Background: an optimization exercise with open tools, aiming at small area. Do not read the settings as production practice.
Only simulation tests tie the RTL to the original design; equivalence was not proved.
Power and IR drop assume default switching activity.

==> design/flow/design.v <==
module pt6964_engine (
    input  wire        clk,
    input  wire        rst,
    input  wire [15:0] req,
    input  wire        req_valid,
    output wire        req_ready,
    output wire        rsp_valid,
    output wire [1:0]  rsp_status,
    output wire [15:0] rsp_data,
    output wire [3:0]  cs_n,
    output reg         sclk,
    output reg         mosi,
    input  wire        miso,
    input  wire [2:0]  obs_sel,
    output reg  [15:0] obs_data
);
    localparam [2:0] S_IDLE  = 3'd0;
    localparam [2:0] S_RESP  = 3'd1;
    localparam [2:0] S_CSLO  = 3'd2;    
    localparam [2:0] S_TX    = 3'd3;    
    localparam [2:0] S_WAIT  = 3'd4;    
    localparam [2:0] S_READ  = 3'd5;    
    localparam [2:0] S_CSHI  = 3'd6;    
    localparam [2:0] S_SHORT = 3'd7;    
    localparam [2:0] K_NONE  = 3'd0;    
    localparam [2:0] K_BLD   = 3'd1;    
    localparam [2:0] K_KEY   = 3'd2;    
    localparam [2:0] K_RUN   = 3'd3;    
    localparam [2:0] K_CLOSE = 3'd4;    
    localparam [2:0] K_BIDLE = 3'd5;    
    localparam [6:0] P0   = 7'b0010100;   
    localparam [6:0] P1   = 7'b0101000;   
    localparam [6:0] P2   = 7'b1010001;
    localparam [6:0] P3   = 7'b0100011;   
    localparam [6:0] P5   = 7'b0001111;
    localparam [6:0] P52  = 7'b0100110;   
    localparam [6:0] P102 = 7'b1011111;   
    reg  [1:0]  target;
    reg         phase_run;
    reg  [1:0]  status;
    reg  [7:0]  cmd_byte;
    reg         cmd_valid;
    reg  [15:0] keys;
    reg         keys_valid;
    reg         cs_act;
    reg  [2:0]  st;
    reg  [2:0]  kind;
    reg  [6:0]  s;
    reg  [16:0] sr;
    assign req_ready = (st == S_IDLE);
    assign rsp_valid = (st == S_RESP);
    assign rsp_status = status;
    assign rsp_data = (kind == K_BLD) ? {8'd0, cmd_byte} :
                      (kind == K_KEY) ? keys : 16'd0;
    assign cs_n = ~({3'd0, cs_act} << target);
    wire [3:0] op = req[15:12];
    wire       sb = req[11];
    wire [7:0] v  = req[7:0];
    reg  [1:0] dst;
    reg  [7:0] dbyte;
    reg  [2:0] dkind;
    reg  [2:0] dnext;    
    always @(*) begin
        dst = 2'd0;
        dbyte = v;
        dkind = K_NONE;
        dnext = S_RESP;
        case (op)
            4'h1: begin
                if (req[11:0] != 0) dst = 2'd3;
                dkind = K_BIDLE; dnext = S_SHORT;
            end
            4'h2: begin
                if (req[11:8] != 0) dst = 2'd3;
                else if (phase_run) dst = 2'd2;
                else if (v[7:2] != 0) dst = 2'd1;
            end
            4'h3: begin
                dbyte = {4'b0100, req[10], ~req[9], ~req[8], 1'b0};
                dkind = K_BLD; dnext = sb ? S_CSLO : S_RESP;
                if (v != 0) dst = 2'd3;
                else if (phase_run && sb) dst = 2'd2;
            end
            4'h4: begin
                dkind = K_BLD; dnext = sb ? S_CSLO : S_RESP;
                if (req[10:8] != 0) dst = 2'd3;
                else if (phase_run && sb) dst = 2'd2;
                else if (v[7:2] != 0) dst = 2'd1;
            end
            4'h5: begin
                dbyte = 8'hC0 | v;
                dkind = K_BLD; dnext = sb ? S_CSLO : S_RESP;
                if (req[10:8] != 0) dst = 2'd3;
                else if (phase_run && sb) dst = 2'd2;
                else if (v > 13) dst = 2'd1;
            end
            4'h6: begin
                dbyte = {4'b1000, req[8], v[2:0]};
                dkind = K_BLD; dnext = sb ? S_CSLO : S_RESP;
                if (req[10:9] != 0) dst = 2'd3;
                else if (phase_run && sb) dst = 2'd2;
                else if (v[7:3] != 0) dst = 2'd1;
            end
            4'h7: begin
                dbyte = {req[9:8], v[5:0]};
                dkind = K_BLD; dnext = sb ? S_CSLO : S_RESP;
                if (req[10]) dst = 2'd3;
                else if (phase_run && sb) dst = 2'd2;
                else if (v[7:6] != 0) dst = 2'd1;
            end
            4'h8: begin
                dnext = S_CSLO;
                if (req[11:8] != 0) dst = 2'd3;
                else if (phase_run) dst = 2'd2;
            end
            4'h9: begin
                dbyte = 8'hC0 | v;
                dkind = K_RUN; dnext = S_CSLO;
                if (req[11:8] != 0) dst = 2'd3;
                else if (phase_run) dst = 2'd2;
                else if (v > 13) dst = 2'd1;
            end
            4'hA: begin
                dbyte = {v[0], v[1], v[2], v[3], v[4], v[5], v[6], v[7]};
                dkind = K_RUN; dnext = S_TX;
                if (req[11:8] != 0) dst = 2'd3;
                else if (!phase_run) dst = 2'd2;
            end
            4'hB: begin
                dkind = K_CLOSE; dnext = S_SHORT;
                if (req[11:0] != 0) dst = 2'd3;
                else if (!phase_run) dst = 2'd2;
            end
            4'hC: begin
                dbyte = 8'h42;
                dkind = K_KEY; dnext = S_CSLO;
                if (req[11:0] != 0) dst = 2'd3;
                else if (phase_run) dst = 2'd2;
            end
            default: dst = 2'd3;
        endcase
    end
    wire lfsr_fb = s[6] ^ s[5];
    wire at0   = (s == P0);
    wire at1   = (s == P1);
    wire at2   = (s == P2);
    wire at5   = (s == P5);
    wire at52  = (s == P52);
    wire at102 = (s == P102);
    wire in_tx   = (st == S_TX);
    wire in_read = (st == S_READ);
    wire bits    = in_tx || in_read;
    wire done    = in_read ? sr[0] : sr[8];    
    always @(posedge clk) begin
        case (st)
            S_TX, S_WAIT, S_READ: begin
                if (at102) s <= (st == S_TX) ? ((kind == K_KEY && done) ? P3 : P0) : P1;
                else s <= {s[5:0], lfsr_fb};
            end
            S_SHORT: s <= {s[5:0], lfsr_fb};
            default: s <= P0;
        endcase
        if (st == S_IDLE) sr <= {1'b1, 8'd0, dbyte};
        else if (st == S_WAIT && at102) sr <= {1'b1, 16'd0};
        else if (bits && at52) sr <= {in_tx ? sr[0] : miso, sr[16:1]};
        if (st == S_IDLE) kind <= (dst == 2'd0) ? dkind : K_NONE;
        if (rst) begin
            st <= S_IDLE;
            target <= 2'd0;
            phase_run <= 1'b0;
            status <= 2'd0;
            cmd_byte <= 8'd0;
            cmd_valid <= 1'b0;
            keys <= 16'd0;
            keys_valid <= 1'b0;
            cs_act <= 1'b0;
            sclk <= 1'b0;
            mosi <= 1'b0;
        end else begin
            case (st)
                S_IDLE: begin
                    if (req_valid) begin
                        if (dst != 2'd0) begin
                            st <= S_RESP;
                            status <= dst;
                        end else begin
                            st <= dnext;
                            if (dnext == S_RESP) begin
                                status <= 2'd0;
                                if (dkind == K_BLD) begin
                                    cmd_byte <= dbyte;
                                    cmd_valid <= 1'b1;
                                end
                                if (op == 4'h2) target <= v[1:0];
                            end
                        end
                    end
                end
                S_RESP: st <= S_IDLE;
                S_CSLO: begin
                    cs_act <= 1'b1;
                    st <= S_TX;
                end
                S_CSHI: begin
                    cs_act <= 1'b0;
                    st <= S_RESP;
                    status <= 2'd0;
                    if (kind == K_BLD) begin
                        cmd_byte <= sr[16:9];
                        cmd_valid <= 1'b1;
                    end
                    if (kind == K_KEY) begin
                        keys <= sr[16:1];
                        keys_valid <= 1'b1;
                    end
                end
                S_SHORT: begin
                    if (kind == K_CLOSE) begin
                        if (at0) cs_act <= 1'b0;
                        if (at1) mosi <= 1'b0;
                        if (at2) begin
                            st <= S_RESP;
                            status <= 2'd0;
                            phase_run <= 1'b0;
                        end
                    end else begin
                        if ({s[0], s[5]} == target) cs_act <= 1'b0;
                        if (at5) begin
                            mosi <= 1'b0;
                            st <= S_RESP;
                            status <= 2'd0;
                            phase_run <= 1'b0;
                        end
                    end
                end
                S_WAIT: begin
                    if (at102) st <= S_READ;
                end
                default: begin  
                    if (at0 && in_tx) mosi <= sr[0];
                    if (at1) sclk <= 1'b1;
                    if (at52) sclk <= 1'b0;
                    if (at102 && done) begin
                        if (in_read) st <= S_CSHI;
                        else if (kind == K_KEY) st <= S_WAIT;
                        else if (kind == K_RUN) begin
                            st <= S_RESP;
                            status <= 2'd0;
                            phase_run <= 1'b1;
                        end else st <= S_CSHI;
                    end
                end
            endcase
        end
    end
    always @(*) begin
        case (obs_sel)
            3'd0:    obs_data = {11'd0, keys_valid, cmd_valid, phase_run, status};
            3'd1:    obs_data = {8'd0, cmd_byte};
            3'd2:    obs_data = keys;
            3'd3:    obs_data = {14'd0, target};
            3'd4:    obs_data = {10'd0, cs_n, mosi, sclk};
            default: obs_data = 16'd0;
        endcase
    end
endmodule
==> design/flow/flow/run.sh <==
#!/bin/bash
# Layout flow: the standard ORFS flow (standard.sh) with
#  - synthesis mapping the combinational logic with an area-oriented ABC
#    script (flow/abc_min.script); registers are mapped as in standard synthesis
#  - sky130_fd_sc_hd__buf_1 as the port buffer on every input and output
#  - CTS with small clock buffers and no dummy loads
set -euo pipefail
W=$(pwd)
export FLOW_WORK=$W
sed "s|SYNTH_SCRIPT=[^ ]*|SYNTH_SCRIPT=$W/flow/synth_wrap.tcl|" standard.sh > std_custom.sh
export BUFFER_PORTS_ARGS="-buffer_cell sky130_fd_sc_hd__buf_1"
export CTS_ARGS="${CTS_ARGS_OVERRIDE:--sink_clustering_enable -repair_clock_nets -dont_use_dummy_load -sink_clustering_size 6 -buf_list sky130_fd_sc_hd__clkbuf_4}"
bash std_custom.sh > flow_make.log 2>&1
==> design/flow/flow/abc_min.script <==
strash
&get -n
&deepsyn -T 40
&put
dch -f
map -a
topo
==> design/flow/flow/synth_wrap.tcl <==
proc abc {args} {
  set out {}
  set skip 0
  foreach a $args {
    if {$skip} { set skip 0; continue }
    if {$a eq "-script"} {
      lappend out -script $::env(FLOW_WORK)/flow/abc_min.script
      set skip 1
      continue
    }
    lappend out $a
  }
  yosys abc {*}$out
}
source $::env(FLOW_WORK)/synth_recipe.tcl
==> design/flow/standard.sh <==
#!/bin/bash
# synth_recipe.tcl (not shown) runs the flow's synth.tcl, then flattens the netlist and writes it again
# the make line also repeats each setting of config.mk as NAME=value (left out here)
make -C /OpenROAD-flow-scripts/flow DESIGN_CONFIG=/design/flow/config.mk WORK_HOME=/design/flow/orfs CLKGATE_MAP_FILE= SYNTH_SCRIPT=/design/flow/synth_recipe.tcl "${@:-finish}"
==> design/flow/config.mk <==
export PLATFORM = sky130hd
export DESIGN_NAME = pt6964_engine
export DESIGN_NICKNAME = pt6964_engine
export VERILOG_FILES = /design/flow/design.v
export SDC_FILE = /design/flow/constraint.sdc
export NUM_CORES = 4
export LEC_CHECK = 0
export ABC_AREA = 1
export CAP_MARGIN = 20
export CORE_MARGIN = 2
export CORE_UTILIZATION = 60
export SLEW_MARGIN = 20
==> design/flow/constraint.sdc <==
create_clock -name core_clock -period 10.0 [get_ports {clk}]
set_input_delay 2.0000 -clock core_clock [delete_from_list [all_inputs] [get_ports {clk}]]
set_output_delay 2.0000 -clock core_clock [all_outputs]
set_load 0.01 [all_outputs]
==> results of run 1 <==
[path summary, 6_finish.rpt]
check,to,slack [ps],cells after the start,start
setup / recovery,obs_data[6],4400,6,obs_sel[1]
hold / removal,keys_valid,470,2,keys_valid
setup reg to reg,st[0],6820,15,st[1]
hold reg to reg,keys_valid,470,2,keys_valid
[metrics by stage]
step | instances | instance area (µm²)
after floorplan | 470 | 3320
after detailed placement | 607 | 3660
after global placement | 607 | 3660
after global routing | 616 | 3730
final | 616 | 3730
after CTS | 616 | 3730
[power by group through the flow]
stage,Combinational (mW),Clock [mW],Sequential (mW)
global placement,0.248,0,0.346
global route,0.284,0.137,0.346
detailed placement,0.253,0,0.348
floorplan,0.171,0,0.342
CTS,0.253,0.126,0.342
finish,0.258,0.127,0.342
[cells by family after synthesis]
kind of cell / share of synthesized area (%)
flip-flops: 41.9
AO/OA/AOI/OAI: 24.1
XOR/XNOR: 0.527
AND/OR/NAND/NOR: 21.3
buffers and inverters: 12.2
[Yosys cell counts]
cell type | count | area share, %
a2111oi_0 | 2 | 0.53
a32o_1 | 2 | 0.60
dfxtp_1 | 53 | 32
a41oi_1 | 1 | 0.26
nor2_1 | 74 | 8.4
nand4_1 | 1 | 0.19
a31oi_1 | 2 | 0.38
o32ai_1 | 1 | 0.26
nand3_1 | 24 | 3.6
edfxtp_1 | 11 | 9.9
o211ai_1 | 6 | 1.4
clkinv_1 | 108 | 12
o22ai_1 | 40 | 7.5
and2_2 | 1 | 0.23
a21oi_1 | 24 | 3.6
or2_2 | 1 | 0.19
o31ai_1 | 2 | 0.45
nor4_1 | 6 | 1.1
o22a_2 | 1 | 0.30
a211oi_1 | 3 | 0.68
nor3_1 | 15 | 2.3
xnor2_1 | 2 | 0.53
o221ai_1 | 8 | 2.1
a22oi_1 | 9 | 2.0
nand2_1 | 47 | 5.3
o21ai_0 | 25 | 3.8
o21bai_1 | 1 | 0.23
[flip-flops by register name, summed over array words and instances, names as in the netlist]
| name | cells |
|---|---|
| sr | 17 |
| kind | 3 |
| keys_valid | 1 |
| s | 7 |
| keys | 16 |
| cmd_valid | 1 |
| cs_act | 1 |
| sclk | 1 |
| mosi | 1 |
| target | 2 |
| cmd_byte | 8 |
| status | 2 |
| phase_run | 1 |
| st | 3 |
[layer usage]
| layer | vias up | GRT usage (%) | wire [µm] |
|---|---|---|---|
| met3 | 31 | 5.40 | 786 |
| met2 | 195 | 52.0 | 4430 |
| li1 | 1767 | - | - |
| met5 | - | 0 | 0 |
| met1 | 1715 | 48.8 | 4440 |
| met4 | 0 | 12.1 | 229 |
[worst max-delay path, stage by stage]
cell and delay [ps]:
buf_1 190, clkinv_1 150, nor3_1 410, clkinv_1 410
o22ai_1 260, buf_1 180
[cell type report]
type	instances	area share, %
multi-input combinational	298	40.9
sequential	64	37.3
inverter	108	10.9
timing repair buffer	65	6.65
tap	72	2.42
clock buffer	9	1.81
==> impl_metrics.env, run 1 <==
export IMPL_status="complete, no violations"
export IMPL_p_int_mw=0.428
export IMPL_fin_tns_setup_ps=0
export IMPL_final_setup_viol_count=0
export IMPL_hp_class="flop to flop"
export IMPL_multi_input_area_um2=1530
export IMPL_drt_iter0_drc=382
export IMPL_diodes=0
export IMPL_numPortBuffers=64
export IMPL_ys_ff_latch=64
export IMPL_required_ps=8000
export IMPL_ys_seq_area_share_pct=41.9
export IMPL_clk_latency_ps=420
export IMPL_crit_arrival_ps=3600
export IMPL_switching_power_mw=0.299
export IMPL_slew_headroom_pct=41.2
export IMPL_grt_overflow=0
export IMPL_cts_root_buffer="clkbuf_4"
export IMPL_synth_warnings=1
export IMPL_p_per_area_nw_per_um2=195
export IMPL_p_total_mw=0.727
export IMPL_route_detailed_drc=0
export IMPL_die_w_um=78.4
export IMPL_place_congestion=0.941
export IMPL_antenna_found_initial=0
export IMPL_finClkSkew_ps=41.2
export IMPL_synthesis_area_um2=3320
export IMPL_ctsHoldBuffers=0
export IMPL_vdd_drop_max_mv=0.149
export IMPL_ctsLongestPathBuffers=2
export IMPL_htreeDepth=3
export IMPL_ys_types=27
export IMPL_min_period_over_period_pct=56.0
export IMPL_mostFrequentLayoutCell="clkinv_1"
export IMPL_via_per_inst=6.02
export IMPL_initial_utilization_pct=61.1
export IMPL_clockPowerShare_pct=17.4
export IMPL_cts_buffers_inserted=9
export IMPL_wirelength_um=9890
export IMPL_final_cell_mix="clkinv_1 (108), nor2_1 (74), buf_1 (64), dfxtp_1 (53), nand2_1 (47)"
export IMPL_worst_pin_slew_ps=860
export IMPL_wl_per_cell_um=16.1
export IMPL_p_seq_share_pct=47.1
export IMPL_syn_avg_cell_area_um2=7.07
export IMPL_synthesis_nets=493
export IMPL_die_area_um2=6150
export IMPL_layout_nets=569
export IMPL_n_fill_cell=517
export IMPL_hold_worst_slack_ps=468
export IMPL_setup_ws_ps=4400
export IMPL_layout_drive_gt1_share_pct=2.39
export IMPL_finalCriticalPeriod_ps=5600
export IMPL_leakagePower_nw=1.19
export IMPL_hold_violations=0
export IMPL_final_util_pct=68.5
export IMPL_die_h_um=78.4
export IMPL_dp_hpwl_um=7680
export IMPL_vias=3708
export IMPL_core_area_um2=5440
export IMPL_pwr_share_comb_pct=35.5
export IMPL_rsz0062_at_grt="false"
export IMPL_worstSetupPathType="primary input to output pin"
export IMPL_clkTransAtPathRegs_ps=70
export IMPL_maxClockFrequency_ghz=0.178
export IMPL_slew_viol_final=0
export IMPL_cts_sinks=64
export IMPL_rows=27
export IMPL_critPathCaptureType="output pin"
export IMPL_syn_to_final_growth_pct=12.2
export IMPL_cts_tree="yes"
export IMPL_grt_pass1_wl_um=16100
export IMPL_grt_max_degree=18
export IMPL_final_seq_area_um2=1390
export IMPL_grt_pass1_vias=3289
export IMPL_netlist_instances=470
export IMPL_swShare_pct=41.1
export IMPL_path_max_fanout=10
export IMPL_pre_cts_slack_ps=4420
export IMPL_drv_cap=0
export IMPL_io_pins=65
export IMPL_start_kind="primary input"
export IMPL_grt_use_total_pct=34.0
export IMPL_ant_nets=0
export IMPL_drt_pass1_iterations=5
export IMPL_cts_resized=0
export IMPL_cts_setup_buffers=0
==> run 2: changes to the inputs <==
--- a/design/flow/flow/run.sh
+++ b/design/flow/flow/run.sh
@@ -9,5 +9,5 @@
 export FLOW_WORK=$W
 sed "s|SYNTH_SCRIPT=[^ ]*|SYNTH_SCRIPT=$W/flow/synth_wrap.tcl|" standard.sh > std_custom.sh
 export BUFFER_PORTS_ARGS="-buffer_cell sky130_fd_sc_hd__buf_1"
-export CTS_ARGS="${CTS_ARGS_OVERRIDE:--sink_clustering_enable -repair_clock_nets -dont_use_dummy_load -sink_clustering_size 6 -buf_list sky130_fd_sc_hd__clkbuf_4}"
+export CTS_ARGS="${CTS_ARGS_OVERRIDE:--sink_clustering_enable -repair_clock_nets -dont_use_dummy_load -buf_list sky130_fd_sc_hd__clkbuf_8}"
 bash std_custom.sh > flow_make.log 2>&1
==> run 2 against run 1 <==
Effect of this change: still clean on timing, DRC and antenna; flip-flop and latch count did not move; global-route usage decreased by 2.0 points; setup slack better by 200 ps; via count is 3.7% lower; sequential power is essentially flat; critical path depth is the same; maximum frequency is 3.7% higher; worst hold slack lost 11 ps; sequential share of layout area shrank 0.51 points; clock power rose by 28%; critical endpoint is now obs_data[5].
==> impl_metrics.env, run 2 <==
export IMPL_status="complete, no violations"
export IMPL_final_cell_mix="clkinv_1 (97), nor2_1 (74), buf_1 (64), dfxtp_1 (53), nand2_1 (51)"
export IMPL_path_cells="buf_1 > clkinv_1 > nor3_1 > clkinv_1 > o221ai_1 > buf_1"
export IMPL_syn_to_final_growth_pct=14.4
export IMPL_worstSetupPathType="primary input to output pin"
export IMPL_drv_cap=0
export IMPL_finalCriticalPeriod_ps=5400
export IMPL_async_flop_share_pct=0
export IMPL_wirelength_um=9410
export IMPL_wl_per_cell_um=15.4
export IMPL_setup_ws_ps=4600
export IMPL_maxClockFrequency_ghz=0.185
export IMPL_worst_path_max_delay_cell="nor3_1"
export IMPL_syn_avg_cell_area_um2=7.12
export IMPL_clk_latency_ps=340
export IMPL_netlist_instances=464
export IMPL_cts_buffers_inserted=9
export IMPL_vias=3572
export IMPL_cts_tree="yes"
export IMPL_slew_headroom_pct=47.3
export IMPL_p_per_area_nw_per_um2=199
export IMPL_reg_largest_list="sr (17), keys (16), cmd_byte (8)"
export IMPL_drt_pass1_iterations=5
export IMPL_synthesis_nets=487
export IMPL_grt_pass1_wl_um=15200
export IMPL_p_total_mw=0.750
export IMPL_cts_root_buffer="clkbuf_8"
export IMPL_io_pins=65
export IMPL_worstHoldStart="keys_valid"
export IMPL_reg2reg_from="s[1]"
export IMPL_ctsHoldBuffers=0
export IMPL_synth_main_ff_cell="dfxtp_1"
export IMPL_crit_start="obs_sel[0]"
export IMPL_hp_class="flop to flop"
export IMPL_synth_warnings=1
export IMPL_slew_viol_final=0
export IMPL_place_congestion=0.922
export IMPL_layout_nets=564
export IMPL_diodes=0
export IMPL_start_kind="primary input"
export IMPL_r2r_cells=20
export IMPL_top_register="sr"
export IMPL_cts_setup_buffers=0
export IMPL_dp_hpwl_um=7240
export IMPL_regToRegEndpoint="status[0]"
export IMPL_min_period_over_period_pct=54.0
export IMPL_synthTopCellsByCount="clkinv_1 (97), nor2_1 (74), dfxtp_1 (53)"
export IMPL_path_max_fanout=6
export IMPL_cts_resized=0
export IMPL_required_ps=8000
export IMPL_core_area_um2=5410
export IMPL_via_per_inst=5.85
export IMPL_mostFrequentLayoutCell="clkinv_1"
export IMPL_ys_types=33
export IMPL_vdd_drop_max_mv=0.158
export IMPL_synth_edf_count=11
export IMPL_numPortBuffers=64
export IMPL_clkTransAtPathRegs_ps=50
export IMPL_antenna_found_initial=0
export IMPL_hold_worst_slack_ps=457
export IMPL_ys_seq_area_share_pct=42.1
export IMPL_route_detailed_drc=0
export IMPL_cts_sinks=64
export IMPL_layout_drive_gt1_share_pct=2.97
export IMPL_crit_arrival_ps=3400
export IMPL_pre_cts_slack_ps=4600
export IMPL_reg2reg_slack_ps=6790
export IMPL_die_w_um=78.2
export IMPL_critPathCaptureType="output pin"
export IMPL_final_area_um2=3780
export IMPL_leakagePower_nw=1.23
export IMPL_grt_overflow=0
export IMPL_ant_nets=0
export IMPL_die_area_um2=6120
export IMPL_n_fill_cell=476
export IMPL_final_util_pct=69.9
export IMPL_synthesis_area_um2=3300
export IMPL_synth_area_leaders="dfxtp_1 (32%), clkinv_1 (11%), edfxtp_1 (10%)"
export IMPL_yosysTopAreaCellShare_pct=32.1
export IMPL_grt_pass1_vias=3159
export IMPL_crit_end="obs_data[5]"
export IMPL_initial_utilization_pct=61.1
export IMPL_worst_pin_slew_ps=788
export IMPL_place_area_um2=3650
export IMPL_drt_iter0_drc=247
export IMPL_synthMostInstantiatedCell="clkinv_1"
export IMPL_fin_tns_setup_ps=0
export IMPL_final_setup_viol_count=0
export IMPL_hold_violations=0
export IMPL_dp_cells=602
export IMPL_ys_ff_latch=64
export IMPL_die_h_um=78.2
export IMPL_rsz0062_at_grt="false"
export IMPL_synth_area_leader_cell="dfxtp_1"
export IMPL_finClkSkew_ps=19.1
export IMPL_instances_no_fill=611
export IMPL_grt_use_total_pct=32.0
export IMPL_rows=27
export IMPL_htreeDepth=3
export IMPL_largest_register_ffs=17
export IMPL_ctsLongestPathBuffers=2
export IMPL_grt_max_degree=18
export IMPL_max_stage_delay_ps=450
==> run 2: cell types whose count changed in the layout (fill, tap and decap cells not counted), moves of 3 or more <==
| cell | before | now |
|---|---|---|
| clkbuf_4 | 9 | 0 |
| clkbuf_8 | 0 | 9 |
| clkinv_1 | 108 | 97 |
| nand2_1 | 47 | 51 |
| nor3_1 | 15 | 18 |
==> run 2: worst min path at each step <==
stage / slack (ps) / endpoint / cells after the start
after global routing: 490 / keys_valid / 2
after CTS: 460 / keys_valid / 2
after detailed placement: 450 / keys_valid / 2
after floorplan: 430 / keys_valid / 2
final: 460 / keys_valid / 2
after global placement: 440 / keys_valid / 2
==> run 2: worst max-delay path: cells and delay by family <==
family,cells,cell delay [ps]
and+or+nand+nor,1,450
buffers and inverters,4,760
AOI/OAI and AO/OA,1,190
==> run 2: kinds of logic (layout without fill, tap and decap cells) <==
kind of cell    after synthesis  in the layout  share of synthesized area [%]
flops                        64             64                           42.1
simple gates                178            178                           22.8
compound gates              123            123                           23.6
buf+inv                      97            172                           11.0
xor+xnor                      2              2                          0.530
==> run 2: layout make-up <==
| type | instances | area, µm² | share of cell area [%] |
|---|---|---|---|
| clock buffer | 9 | 124 | 3.28 |
| inverter | 97 | 364 | 9.64 |
| multi-input combinational | 303 | 1550 | 41.1 |
| tap | 72 | 90.1 | 2.38 |
| timing repair buffer | 66 | 255 | 6.75 |
| sequential | 64 | 1390 | 36.8 |
==> run 2: where the power goes <==
group,switching (mW),total (mW),internal [mW]
sequential,0.0281,0.342,0.314
clock,0.0831,0.163,0.0800
combinational,0.176,0.245,0.0695
total,0.287,0.750,0.463
==> run 2: routing by layer <==
layer / routed length [µm] / track usage (%)
met1: 4300 / 43.9
met2: 4260 / 50.1
met3: 607 / 5.98
met4: 238 / 13.0
met5: 0 / 0

## port drivers added, routing unchanged
The results above use ideal ports. As a check the final layouts listed here were re-extracted and re-timed, cells and wires unchanged.
Step 1: set_driving_cell puts a clkbuf_16 on clk and a buf_2 on each other input, an assumption about the parent block.
Step 2, shift: input delay + t, output delay - t, t = (earliest + latest rising clock arrival at the registers) / 2. This alone moves slack from input paths to output paths.
Slacks: ideal ports / drivers / drivers and shift; pairs: ideal ports / drivers.
run | t, ns | setup slack, ns | latest minus earliest clock arrival (ns) | worst slew at a driven data input, ns
run 1 | 0.428 | 4.396 / 4.374 / 4.374 | 0.041 / 0.042 | 0.03
run 2 | 0.356 | 4.596 / 4.566 / 4.566 | 0.019 / 0.020 | 0.03
After both steps every run listed still meets setup and hold. For run 2, which loses most, drivers alone change the setup slack by -0.030 ns; drivers and shift together by -0.030 ns.
